From an optimization exercise on the open Yosys and OpenROAD flow, aimed at small area and few clock cycles; shortcuts taken in it are not production practice. In this exercise RTL edits were held to simulation tests only and were not proved equivalent to the original.

<file path="design/flow/constraint.sdc">
create_clock -name core_clock -period 22.0 [get_ports {clk}]
set_input_delay 4.4000 -clock core_clock [delete_from_list [all_inputs] [get_ports {clk}]]
set_output_delay 4.4000 -clock core_clock [all_outputs]
set_load 0.01 [all_outputs]
</file>
<file path="design/flow/design.v">
module mr_luma (
    input  [31:0] px,
    output [7:0]  gray
);
    wire        transparent = (px[31:24] == 8'd0);
    wire [7:0]  r = transparent ? 8'd255 : px[23:16];
    wire [7:0]  g = transparent ? 8'd255 : px[15:8];
    wire [7:0]  b = transparent ? 8'd255 : px[7:0];
    wire [23:0] s = r * 24'd19595 + g * 24'd38470 + b * 24'd7472;
    assign gray = s[23:16];
endmodule
module mr_direct (
    input  [31:0] px,
    output        dark
);
    wire        transparent = (px[31:24] == 8'd0);
    wire [7:0]  r = transparent ? 8'd255 : px[23:16];
    wire [7:0]  g = transparent ? 8'd255 : px[15:8];
    wire [7:0]  b = transparent ? 8'd255 : px[7:0];
    wire [17:0] n = r * 18'd299 + g * 18'd587 + b * 18'd114;
    wire [23:0] rgb = {r, g, b};
    reg tie;
    always @(*) begin
        case (rgb)
            24'h72F4C7, 24'h88F683, 24'h94D8FE, 24'h9EF83F,
            24'hA2EE68, 24'hA6E491, 24'hADEF46, 24'hBCE64D,
            24'hC7E72B, 24'hCCBEF1, 24'hD6DE32, 24'hDAD45B,
            24'hE9CB62, 24'hFFCD1E: tie = 1'b1;
            default:                tie = 1'b0;
        endcase
    end
    assign dark = (n < 18'd200000) || ((n == 18'd200000) && tie);
endmodule
module mr_tdiv #(parameter WI = 11, parameter K = 3) (
    input  signed [WI-1:0] a,
    output signed [WI-1:0] q
);
    wire [WI-1:0] mag = a[WI-1] ? -a : a;
    wire [WI-1:0] qm  = mag >> K;
    assign q = a[WI-1] ? -qm : qm;
endmodule
module mono_raster (
    input             clk,
    input             rst,
    input             start,
    input             cfg_dither,
    input      [15:0] cfg_width,
    input      [15:0] cfg_height,
    output            idle,
    output            err,
    input             pix_valid,
    input      [31:0] pix_data,
    output            pix_ready,
    output            out_valid,
    output     [7:0]  out_data,
    output            out_last,
    input             out_ready
);
    localparam MAXW = 384;
    localparam S_IDLE  = 2'd0;
    localparam S_HDR   = 2'd1;
    localparam S_PIX   = 2'd2;
    localparam S_DRAIN = 2'd3;
    reg  [1:0]  state;
    reg         err_r;
    reg         mode_d;
    reg  [8:0]  width;
    reg  [15:0] height;
    reg  [1:0]  hdr_cnt;
    reg  [15:0] row;
    reg  [8:0]  col;
    reg  [7:0]  acc;
    reg         ov;
    reg  [7:0]  od;
    reg         ol;
    reg signed [9:0] linebuf [0:MAXW-1];    
    reg signed [9:0] right_q38;             
    reg signed [9:0] prev_q14;              
    wire out_free = !ov || out_ready;
    assign idle      = (state == S_IDLE);
    assign err       = err_r;
    assign pix_ready = (state == S_PIX) && out_free;
    assign out_valid = ov;
    assign out_data  = od;
    assign out_last  = ol;
    wire cfg_bad = (cfg_width == 16'd0) || (cfg_width > MAXW) || (cfg_height == 16'd0);
    wire [15:0] bw = ({7'd0, width} + 16'd7) >> 3;
    reg  [7:0]  hdr_byte;
    always @(*) begin
        case (hdr_cnt)
            2'd0: hdr_byte = bw[7:0];
            2'd1: hdr_byte = bw[15:8];
            2'd2: hdr_byte = height[7:0];
            default: hdr_byte = height[15:8];
        endcase
    end
    wire [7:0] luma;
    wire       dark_t;
    mr_luma   u_luma   (.px(pix_data), .gray(luma));
    mr_direct u_direct (.px(pix_data), .dark(dark_t));
    wire last_col = (col == width - 9'd1);
    wire last_row = (row == height - 16'd1);
    wire signed [10:0] below = (row == 16'd0) ? 11'sd0 : {linebuf[col][9], linebuf[col]};
    wire signed [10:0] right = (col == 9'd0)  ? 11'sd0 : {right_q38[9], right_q38};
    wire signed [10:0] gval  = $signed({3'b000, luma}) + right + below;
    wire               white = (gval >= 11'sd128);
    wire signed [10:0] qerr  = white ? (gval - 11'sd255) : gval;
    wire signed [10:0] qerr3 = qerr * 11'sd3;
    wire signed [10:0] q38, q14;
    mr_tdiv #(.WI(11), .K(3)) u_q38 (.a(qerr3), .q(q38));
    mr_tdiv #(.WI(11), .K(2)) u_q14 (.a(qerr),  .q(q14));
    wire signed [10:0] next_below = q38 + ((col == 9'd0) ? 11'sd0 : {prev_q14[9], prev_q14});
    wire       bit_v   = mode_d ? !white : dark_t;
    wire [7:0] acc_new = acc | ({7'd0, bit_v} << (3'd7 - col[2:0]));
    wire       byte_done = (col[2:0] == 3'd7) || last_col;
    wire pix_fire = pix_valid && pix_ready;
    always @(posedge clk) begin
        if (pix_fire) begin
            linebuf[col] <= next_below[9:0];
            right_q38    <= q38[9:0];
            prev_q14     <= q14[9:0];
        end
    end
    always @(posedge clk) begin
        if (rst) begin
            state   <= S_IDLE;
            err_r   <= 1'b0;
            mode_d  <= 1'b0;
            width   <= 9'd0;
            height  <= 16'd0;
            hdr_cnt <= 2'd0;
            row     <= 16'd0;
            col     <= 9'd0;
            acc     <= 8'd0;
            ov      <= 1'b0;
            od      <= 8'd0;
            ol      <= 1'b0;
        end else begin
            if (out_ready)
                ov <= 1'b0;
            case (state)
                S_IDLE: begin
                    if (start) begin
                        if (cfg_bad) begin
                            err_r <= 1'b1;
                        end else begin
                            err_r   <= 1'b0;
                            mode_d  <= cfg_dither;
                            width   <= cfg_width[8:0];
                            height  <= cfg_height;
                            hdr_cnt <= 2'd0;
                            state   <= S_HDR;
                        end
                    end
                end
                S_HDR: begin
                    if (out_free) begin
                        ov      <= 1'b1;
                        od      <= hdr_byte;
                        ol      <= 1'b0;
                        hdr_cnt <= hdr_cnt + 2'd1;
                        if (hdr_cnt == 2'd3) begin
                            row   <= 16'd0;
                            col   <= 9'd0;
                            acc   <= 8'd0;
                            state <= S_PIX;
                        end
                    end
                end
                S_PIX: begin
                    if (pix_fire) begin
                        if (byte_done) begin
                            ov  <= 1'b1;
                            od  <= acc_new;
                            ol  <= last_col && last_row;
                            acc <= 8'd0;
                        end else begin
                            acc <= acc_new;
                        end
                        if (last_col) begin
                            col <= 9'd0;
                            row <= row + 16'd1;
                            if (last_row)
                                state <= S_DRAIN;
                        end else begin
                            col <= col + 9'd1;
                        end
                    end
                end
                default: begin  
                    if (!ov || out_ready)
                        state <= S_IDLE;
                end
            endcase
        end
    end
endmodule
</file>
<file path="design/flow/config.mk">
export PLATFORM = sky130hd
export DESIGN_NAME = mono_raster
export DESIGN_NICKNAME = mono_raster
export VERILOG_FILES = /design/flow/design.v
export SDC_FILE = /design/flow/constraint.sdc
export NUM_CORES = 4
export LEC_CHECK = 0
export CAP_MARGIN = 20
export CORE_MARGIN = 2
export CORE_UTILIZATION = 40
export SLEW_MARGIN = 20
</file>
<file path="design/flow/run.sh">
#!/bin/bash
# synth_recipe.tcl (not shown) runs the flow's synth.tcl, then flattens the netlist and writes it again
# the make line also repeats each setting of config.mk as NAME=value (left out here)
make -C /OpenROAD-flow-scripts/flow DESIGN_CONFIG=/design/flow/config.mk WORK_HOME=/design/flow/orfs CLKGATE_MAP_FILE= SYNTH_SCRIPT=/design/flow/synth_recipe.tcl finish
</file>
==> notes.md <==
==> synth_stat cells (all sizes together), types with 9 or more instances <==
| master | n |
|---|---|
| a211oi | 14 |
| a21o | 29 |
| a21oi | 127 |
| a22oi | 12 |
| a31oi | 22 |
| and2 | 24 |
| and3 | 12 |
| buf | 116 |
| clkbuf | 285 |
| dfxtp | 83 |
| edfxtp | 3860 |
| fa | 128 |
| ha | 369 |
| inv | 295 |
| mux2i | 53 |
| mux4 | 1270 |
| nand2 | 168 |
| nand2b | 43 |
| nand3 | 42 |
| nand4 | 31 |
| nor2 | 571 |
| nor2b | 18 |
| nor3 | 52 |
| nor3b | 9 |
| nor4 | 23 |
| o211ai | 20 |
| o21a | 13 |
| o21ai | 78 |
| o21bai | 23 |
| or2 | 16 |
| or3 | 16 |
| xnor2 | 116 |
| xor2 | 77 |
==> worst paths after layout <==
| kind | to | slack, ns | cells after the start |
|---|---|---|---|
| worst max register to register | linebuf[341][9] | 7.20 | 47 |
| worst max-delay path | linebuf[341][9] | 1.68 | 72 |
| worst min register to register | acc[6] | 0.46 | 2 |
| worst min-delay path | acc[6] | 0.46 | 2 |
==> metal layers <==
layer | global-route usage [%] | up-vias | wire, microns
li1 | - | 34100 | -
met1 | 27.5 | 44100 | 172000
met2 | 32.9 | 3058 | 206000
met3 | 2.93 | 603 | 29300
met4 | 6.09 | 0 | 14000
met5 | 0 | - | 0
==> final cells by class <==
cell class | count | area [sq um] | share of cell area, %
inverters | 295 | 1110 | 0.587
clock buffers | 497 | 10500 | 5.58
well taps | 5474 | 6850 | 3.63
diodes | 12 | 30.0 | 0.0159
clock inverters | 226 | 2280 | 1.21
repair buffers | 421 | 3990 | 2.12
multi-input cells | 3496 | 46300 | 24.6
flip-flops and latches | 3943 | 118000 | 62.3
==> sequential cells by signal (all words and copies together), names as in the netlist, 8 cells and up, named ones only <==
signal and flops:
row 16, prev_q14 10, od 8, col 9, width 9, acc 8
right_q38 10, height 16, linebuf 3840
==> cell families (layout without fill, tap and decap cells) <==
logic type,Yosys count,count (layout)
muxes,1328,1328
buffers and inverters,696,1439
other,0,12
DFF,3943,3943
xor gates and xnor gates,193,193
and+or+nand+nor,1059,1059
adders and majority gates,497,497
AOI/OAI and AO/OA,419,419
==> critical path, delay by kind of cell <==
kind	cells	cell delay [ns]
AO/OA/AOI/OAI	28	5.77
XOR/XNOR	10	2.33
adder cells (fa/ha/maj)	14	4.73
buffers and inverters	9	1.67
AND/OR/NAND/NOR	11	2.05
==> stage by stage <==
stage                     hold slack, ns  utilization, %  setup slack [ns]
after detailed placement           0.453            42.5             0.931
final                              0.459            45.7              1.68
after global placement             0.445            42.5             0.892
after floorplan                    0.431               -             -1.38
after CTS                          0.460            45.7              1.80
after global routing               0.481            45.7             0.633
==> reports/results.ini <==
[finish]
stdcell_count = 14400
stdcell_area_sq_um = 189000
drive_gt1_share_pct = 26.3
final_cell_mix = edfxtp_1 (3860), mux4_2 (1270), nor2_1 (514)
fin_nets = 9127
areaGrowthSynthToFinish_pct = 13.8
layout_commonest_cell = edfxtp_1
fill_cells = 34100

[clock_network]
worstSkewPairLatency_ns = 1.00
cts_buffers = 403
htree_levels = 5
cts.sinks = 3943
cts_root_buf = clkbuf_16
clockBufferDepth = 4
cts_hold_buf = 0
path_clk_slew_ns = 0.06
cts_tree = built
cts_setup_buffers = 0
post_cts_resized = 0

[die]
dieArea_sq_um = 420000
row_count = 236
core_sq_um = 413000
die-height_microns = 648
die_w_microns = 648
start_util_pct = 40.2
ios = 83

[global_route]
grt_pass1_wl_microns = 608000
grt_overflow_total = 0
grt_max_degree = 165
grt_util_all_layers_pct = 19.9
grt_pass1_vias = 83700
antenna_found_initial = 9

[place]
placedInstanceArea_sq_um = 176000
port-buffer-count = 82
dp_hpwl_microns = 262000
place_inst = 13600
gp_congestion = 0.875

[synth]
synthArstFlopShare_pct = 0
avgSynthCellArea_sq_um = 20.4
ys_seq_elements = 3943
postSynthCellCount = 8135
synth_top_family_by_area = multiplexers
seq_area_frac_synth_pct = 70.9
ys_types = 91
synth-compound-area-share_pct = 1.68
synth-simple-area-share_pct = 2.88
ys_warn_count = 2
synth-xor-area-share_pct = 1.04
synthMuxAreaShare_pct = 17.6
synth_edf_count = 3860
yosysTopAreaCellShare_pct = 69.9
synth_fa_ha_area_share_pct = 4.33
syn-num-nets = 8702
synth_top_cell_by_area = edfxtp_1
synth_ff_type = edfxtp_1
syn_area_sq_um = 166000
synthTopCellsByArea = edfxtp_1 (70%), mux4_2 (17%), ha_1 (2.8%)

[critical_path]
cp.required_ns = 22.73
max_stage_delay_ns = 0.86
cp-end-kind = flip-flop
worstSetupStartpoint = pix_data[25]
critPathKind = input port to flip-flop
worstPathMaxFanout = 40
cp_slowest_cell = xnor2_4
cp.arrival_ns = 21.05
critPathLaunchType = input port

[route]
wl_per_cell_microns = 29.3
drc = 0
drt-total-wl_microns = 421000
postRouteAntennaNets = 0
drtIter0Drc = 9113
drt-pass1-iter-count = 6
viasPerCell = 5.70
vias = 81900

[sta]
worstMarginPinSlew_ns = 1.12
fin_skew_ns = 0.115
min_period_over_period_pct = 92.4
report.final.slew_viol_count = 0
fin_tns_setup_ns = 0
max_freq_mhz = 49.2
rsz0062_at_grt = no
setup_viol = 0
relSlewSlack_pct = 24.7
fin_crit_ns = 20.32
finalHoldViolCount = 0

[job]
cap_violations = 0

[status]
outcome = no timing/DRC/antenna violations

[worst_hold_path]
worstHoldStart = acc[6]
hp-class = flip-flop to flip-flop

Testbench counts, summed over its fixed seeds: cycles 267,456.

-- what the ideal ports hide --
How much do the figures lean on ideal ports? The routed layout below was timed once more, with nothing changed but the port constraints. Step 1: set_driving_cell puts a clkbuf_16 on clk and a buf_2 on each other input, an assumption about the parent block. Step 2 also shifts input and output timing later by t, the mid clock arrival at the registers, as if the neighbouring blocks saw the same clock. Slacks: ideal ports / drivers / drivers and shift; pairs: ideal ports / drivers.
shift t [ns]: 1.046
setup WS [ns]: 1.675 / 1.753 / 0.707
clock arrival spread, ns: 0.115 / 0.115
After both steps this run still meets setup and hold. For this run, drivers alone change the setup slack by +0.078 ns; drivers and shift together by -0.968 ns.
